Source: an optimization exercise on an open RTL-to-GDS flow (aim: a short achievable clock period and few clock cycles). Production flows keep margins and buffers that such runs may drop. In this exercise RTL edits were held to simulation tests only and were not proved equivalent to the original.

== the previous run ==
// daisa_core
module daisa_core (
    input  wire        clk,
    input  wire        rst,           
    input  wire [15:0] start,         
    input  wire        irq,           
    output reg         mem_req,
    output reg         mem_we,
    output reg  [15:0] mem_addr,
    output reg  [7:0]  mem_wdata,
    input  wire        mem_ack,
    input  wire [7:0]  mem_rdata,
    output reg         halted,
    output reg  [1:0]  halt_reason    
);
For scale: ~3800 cells after synthesis, about 260 flip-flops.
clock: 10.0 ns
lec_check: 0
cap_margin: 20
core_margin: 2
core_utilization: 30
place_density: 0.5
setup_slack_margin: 5
slew_margin: 20
standard.sh (not shown) runs the stock make flow with config.mk's settings and CLKGATE_MAP_FILE= SYNTH_SCRIPT=/design/flow/synth_recipe.tcl, a recipe that flattens the netlist after the stock synthesis.
==> flow/flow/run.sh <==
#!/bin/bash
set -euo pipefail
sed 's/SETUP_SLACK_MARGIN=[0-9.]*/SETUP_SLACK_MARGIN=7/' standard.sh > standard_m.sh
grep -q 'SETUP_SLACK_MARGIN=7' standard_m.sh
bash standard_m.sh > standard.log 2>&1
The previous run closes out successfully: all stages finished, all timing, DRC and antenna checks passed.
Testbench counts of the previous run, summed over its fixed seeds: cycles 162,501.
[inputs] the current run vs the previous run
--- a/flow/design.v
+++ b/flow/design.v
@@ -106,14 +106,16 @@
     reg [2:0]    mreg;           
     reg          chk;            
     reg [7:0]    q0, q1, q2;     
     reg [NC-1:0] k0;             
     reg [1:0]    qn;             
     reg [15:0]   lf;             
     reg          redir;          
+    reg          irq_q;          
+    reg          wlast;          
     reg          wflush;         
     wire fz = (zr == 8'd0);
     wire fn = zr[7];
     wire [7:0] d = mem_rdata;
     wire [NC-1:0] kd  = classify(d);
     wire [NC-1:0] kq1 = classify(q1);
     wire [NC-1:0] kq2 = classify(q2);
@@ -154,15 +156,16 @@
     wire [15:0] lf1    = {(&lf[7:0]) ? lf_hi_inc : lf[15:8], lf_lo_inc};
     wire [15:0] sp     = {ss, rf[6]};
     wire [15:0] sp_inc = {(&rf[6]) ? ss_inc : ss, sp_lo_inc};
     wire [15:0] sp_dec = {(~|rf[6]) ? ss_dec : ss, sp_lo_dec};
     wire at_end = (&cs) & (&ip);
     wire [2:0] fld = q0[2:0];
     wire ready = (qn != 2'd0) && (!k0[C_NEEDIMM] || qn[1] || at_end);
-    wire exec_ok = (bk == B_IDLE || bk == B_FETCH) && !halted && ready && !wflush;
+    wire exec_ok = (bk == B_IDLE || bk == B_FETCH) && !halted && ready && !wflush &&
+                   !(wlast && chk && ie);
     wire [15:0] pcl  = k0[C_NEEDIMM] ? pc2 : pc1;    
     wire [7:0]  cs_n = pcl[15:8];
     wire [7:0]  ip_n = pcl[7:0];
     reg [7:0] regval, argval, alu_y;
     integer j;
     always @(*) begin
         regval = 8'd0;
@@ -247,15 +250,15 @@
             2'd0: cond_flag = fz;
             2'd1: cond_flag = fc;
             2'd2: cond_flag = fv;
             default: cond_flag = fn;
         endcase
     end
     wire cond_taken = cond_flag ^ fld[0];
-    wire take_int = chk && ie && irq;
+    wire take_int = chk && ie && irq_q;
     wire ie_base  = chk ? (ie | ie_pend) : ie;
     wire whit = ((mem_addr == pc)  && (qn != 2'd0)) ||
                 ((mem_addr == pc1) && qn[1]) ||
                 ((mem_addr == pc2) && (qn == 2'd3));
     wire halt_now = k0[C_HALT] || (k0[C_NEEDIMM] && at_end);
     wire jump_now = k0[C_JMP] || (k0[C_JCC] && cond_taken) || k0[C_RET];
     wire [15:0] jtarget = k0[C_RET] ? {csr, rf[5]} :
@@ -519,14 +522,16 @@
             chk         <= 1'b0;
             mem_req     <= 1'b1;
             mem_we      <= 1'b0;
             mem_addr    <= start;
             mem_wdata   <= 8'd0;
             lf          <= start;
             redir       <= 1'b0;
+            irq_q       <= 1'b0;
+            wlast       <= 1'b0;
             wflush      <= 1'b0;
             halted      <= 1'b0;
             halt_reason <= R_HLT;
             a           <= 8'd0;
             cs          <= start[15:8];
             ip          <= start[7:0];
             ds          <= 8'd0;
@@ -546,14 +551,16 @@
             chk         <= n_chk;
             mem_req     <= n_req;
             mem_we      <= n_we;
             mem_addr    <= n_addr;
             mem_wdata   <= n_wdata;
             lf          <= n_lf;
             redir       <= n_redir;
+            irq_q       <= irq;
+            wlast       <= mem_req && mem_we;
             wflush      <= (bk == B_DATA) && mem_we && whit;
             halted      <= n_halted;
             halt_reason <= n_reason;
             a           <= n_a;
             cs          <= n_cs;
             ip          <= n_ip;
             ds          <= n_ds;
==> notes.md <==
- Count of placed standard cells including taps was lower in the run labelled the current run.
- For the via count, the current run came in about 2.5% lower than the previous run did.
- Of the previous run and the current run, the previous run shows the higher final core area utilization, with the current run below it.
- Compared the previous run against the current run; multiplexer fraction of the synthesized cell area within noise.
- Diff the previous run -> the current run: wire length of the first global-routing pass shrank by 2.0%; sequential share of cell area grew by 0.50 points; core footprint held steady.
- Summary of the comparison: final worst-path cycle share is lower in the current run, relative to the previous run.
- Largest net degree at the start of global routing: the previous run vs the current run identical
- Between the previous run and the current run, the synthesized cell count is higher for the previous run.
- Global-route usage (higher): the previous run
- Relative to the previous run, the current run improves setup slack after layout.
- Of the two candidates, the previous run has the worse minimum period implied by the final worst setup slack and the current run the better one.
- Comparing the previous run and the current run, delay of the slowest critical-path stage is lower on the current run.
Testbench counts of the current run, summed over its fixed seeds: cycles 164,999.

-- port drivers added, routing unchanged --
In the flow no input, the clock included, has a driving cell. The finished layouts below were timed again as built, in two steps. Step 1 sets driving cells, clkbuf_16 on the clock port and buf_2 on the other inputs (assumed; they add their load-dependent delay and slew). Step 2 also shifts input and output timing later by t, the mid clock arrival at the registers, as if the neighbouring blocks saw the same clock. Slacks: ideal / step 1 / step 2; pairs: ideal / step 1.
run	t (ns)	setup WS [ns]	hold slack, ns
the previous run	0.671	6.549 / 6.549 / 6.119	0.483 / 0.483 / 0.483
the current run	0.659	6.713 / 6.667 / 6.172	0.461 / 0.461 / 0.461
After both steps setup and hold are still met in every run listed. For the current run, which loses most, drivers alone change the setup slack by -0.046 ns; drivers and shift together by -0.541 ns.
